Source: an optimization exercise on an open RTL-to-GDS flow (aim: small area, a short achievable clock period and few clock cycles). Production flows keep margins and buffers that such runs may drop.
Only simulation tests tie the RTL to the original design; equivalence was not proved.

==> v38 <==
==> flow/design.v (excerpt) <==
module hbx (
    input  wire        clk,
    input  wire        rst,       
    input  wire        req,
    input  wire        we,
    input  wire [7:0]  addr,
    input  wire [1:0]  size,
    input  wire [31:0] wdata,
    output wire [31:0] rdata,
    output wire        resp,      
    output wire        ack,
    output wire        irq
);
    localparam [31:0] ID_VALUE    = 32'h48425831;
    localparam [31:0] PARAM_VALUE = 32'h01098020;
    localparam [9:0]  P_STATUS    = {8'h0C, 2'd2};
    reg          ctrl_ie;
    reg          busy, done, bvalid, svalid, gvalid, wbusy;
    reg  [2:0]   err;              
    reg  [31:0]  cmd;
    reg          cmd_v;            
    reg  [5:0]   hex_len;
    reg  [255:0] hex_data;
    reg  [7:0]   hex_v;            
    reg  [7:0]   bwidth;           
    reg  [127:0] bits;             
    reg  [15:0]  sfrm;             
    reg  [63:0]  gfrm;             
    reg  [2:0]   eng;              
    reg  [23:0]  sd_lat, sd_lon;   
    reg  [31:0]  pf_data;          
    reg  [9:0]   pred;             
    reg          pf_resp;          
  ...
clock: 50.0 ns
lec_check: 0
abc_area: 1
cap_margin: 30
core_margin: 2
core_utilization: 40
slew_margin: 20
run.sh (not shown) runs the stock make flow with config.mk's settings and CLKGATE_MAP_FILE= SYNTH_SCRIPT=/design/flow/synth_recipe.tcl, a recipe that flattens the netlist after the stock synthesis.
==> v11 (differences from v38) <==
==> flow/flow/run.sh (new file) <==
#!/bin/bash
# The standard layout, with the port buffers in a faster cell (buf_4)
# instead of the cell buffer_ports picks by default. Every port is still
# buffered; nothing else changes. The full output goes to flow.log.
set -o pipefail
export BUFFER_PORTS_ARGS="-buffer_cell sky130_fd_sc_hd__buf_4"
bash standard.sh > flow.log 2>&1
==> flow/standard.sh (new file) <==
#!/bin/bash
# synth_recipe.tcl (not shown) runs the flow's synth.tcl, then flattens the netlist and writes it again
# the make line also repeats each setting of config.mk as NAME=value (left out here)
make -C /OpenROAD-flow-scripts/flow DESIGN_CONFIG=/design/flow/config.mk WORK_HOME=/design/flow/orfs CLKGATE_MAP_FILE= SYNTH_SCRIPT=/design/flow/synth_recipe.tcl "${@:-finish}"
removed: flow/run.sh
==> v20 (differences from v38) <==
--- a/flow/design.v
+++ b/flow/design.v
@@ -934,15 +934,15 @@
     wire w_able   = (addr[7:5] == 3'b001) ||
                     (addr[7:5] == 3'b000 && (addr[4:3] == 2'b01 || addr[4:3] == 2'b10));
     wire rd_req   = req && !we;
     wire hit      = pf_valid && ({addr, size} == pred);
     wire wr_ok    = req && we && !slverr;
     wire wr_input = wr_ok && (addr[7:2] == 6'h04 || addr[7:2] == 6'h05 || addr[7:5] == 3'b001);
     wire rd_done  = rd_req && hit;
-    assign ack   = !(rd_req && !hit);
+    assign ack   = we | hit;           
     assign resp  = we ? (bad_form || !w_able) : pf_resp;
     assign rdata = pf_data;
     assign irq   = done & ctrl_ie;
     wire [3:0] op        = cmd[3:0];
     wire [7:0] cmd_width = cmd[15:8];
     wire       rsv_ok    = (cmd[31:16] == 16'd0) && (cmd[7:4] == 4'd0);
     wire       nowid     = (cmd_width == 8'd0);
==> flow/flow/run.sh (new file) <==
#!/bin/bash
# The standard layout, with the port buffers in a faster cell (buf_4)
# instead of the cell buffer_ports picks by default. Every port is still
# buffered; nothing else changes. The full output goes to flow.log.
set -o pipefail
export BUFFER_PORTS_ARGS="-buffer_cell sky130_fd_sc_hd__buf_4"
bash standard.sh > flow.log 2>&1
==> flow/standard.sh (new file) <==
#!/bin/bash
# synth_recipe.tcl (not shown) runs the flow's synth.tcl, then flattens the netlist and writes it again
# the make line also repeats each setting of config.mk as NAME=value (left out here)
make -C /OpenROAD-flow-scripts/flow DESIGN_CONFIG=/design/flow/config.mk WORK_HOME=/design/flow/orfs CLKGATE_MAP_FILE= SYNTH_SCRIPT=/design/flow/synth_recipe.tcl "${@:-finish}"
--- a/flow/config.mk
+++ b/flow/config.mk
@@ -5,8 +5,9 @@
 export SDC_FILE = /design/flow/constraint.sdc
 export NUM_CORES = 4
 export LEC_CHECK = 0
 export ABC_AREA = 1
 export CAP_MARGIN = 30
 export CORE_MARGIN = 2
 export CORE_UTILIZATION = 40
+export CTS_BUF_LIST = sky130_fd_sc_hd__clkbuf_4 sky130_fd_sc_hd__clkbuf_8
 export SLEW_MARGIN = 20
removed: flow/run.sh
==> notes <==
- In v20 the wire length is larger than in v11, by 1.9%.
- Count of clock-buffer cells in the layout, lowest first: v38, v11, v20.
- Clock skew, lowest first: v38, v11, v20.
- Global-route usage: v20 > v11 > v38.
- First-iteration DRC count, lowest first: v20, v11, v38.
- Fmax, lowest first: v38, v20, v11.
Testbench counts of v38, summed over its fixed seeds: cycles 20,843.
Testbench counts of v11, summed over its fixed seeds: cycles 20,843.
Testbench counts of v20, summed over its fixed seeds: cycles 20,843.

-- re-timing with driven ports --
In the flow no input, the clock included, has a driving cell. The finished layouts below were timed again as built, in two steps.
Step 1 sets driving cells, clkbuf_16 on the clock port and buf_2 on the other inputs (assumed; they add their load-dependent delay and slew).
Step 2 moves the port delays by t, midway between the first and last clock arrival at a register: inputs arrive t later, outputs are due t later. That takes back most of the time a late clock gives input paths.
a / b / c = ideal ports / drivers / drivers and shift; a / b = the first two.
| run | shift t [ns] | setup WS [ns] | worst setup path at the end | worst slew at a driven data input, ns |
|---|---|---|---|---|
| v38 | 0.788 | 27.738 / 27.714 / 27.714 | input to output | 0.05 |
| v11 | 0.809 | 28.691 / 28.664 / 28.664 | input to output | 0.04 |
| v20 | 0.990 | 28.024 / 27.997 / 27.997 | input to output | 0.04 |
After both steps setup and hold are still met in every run listed.
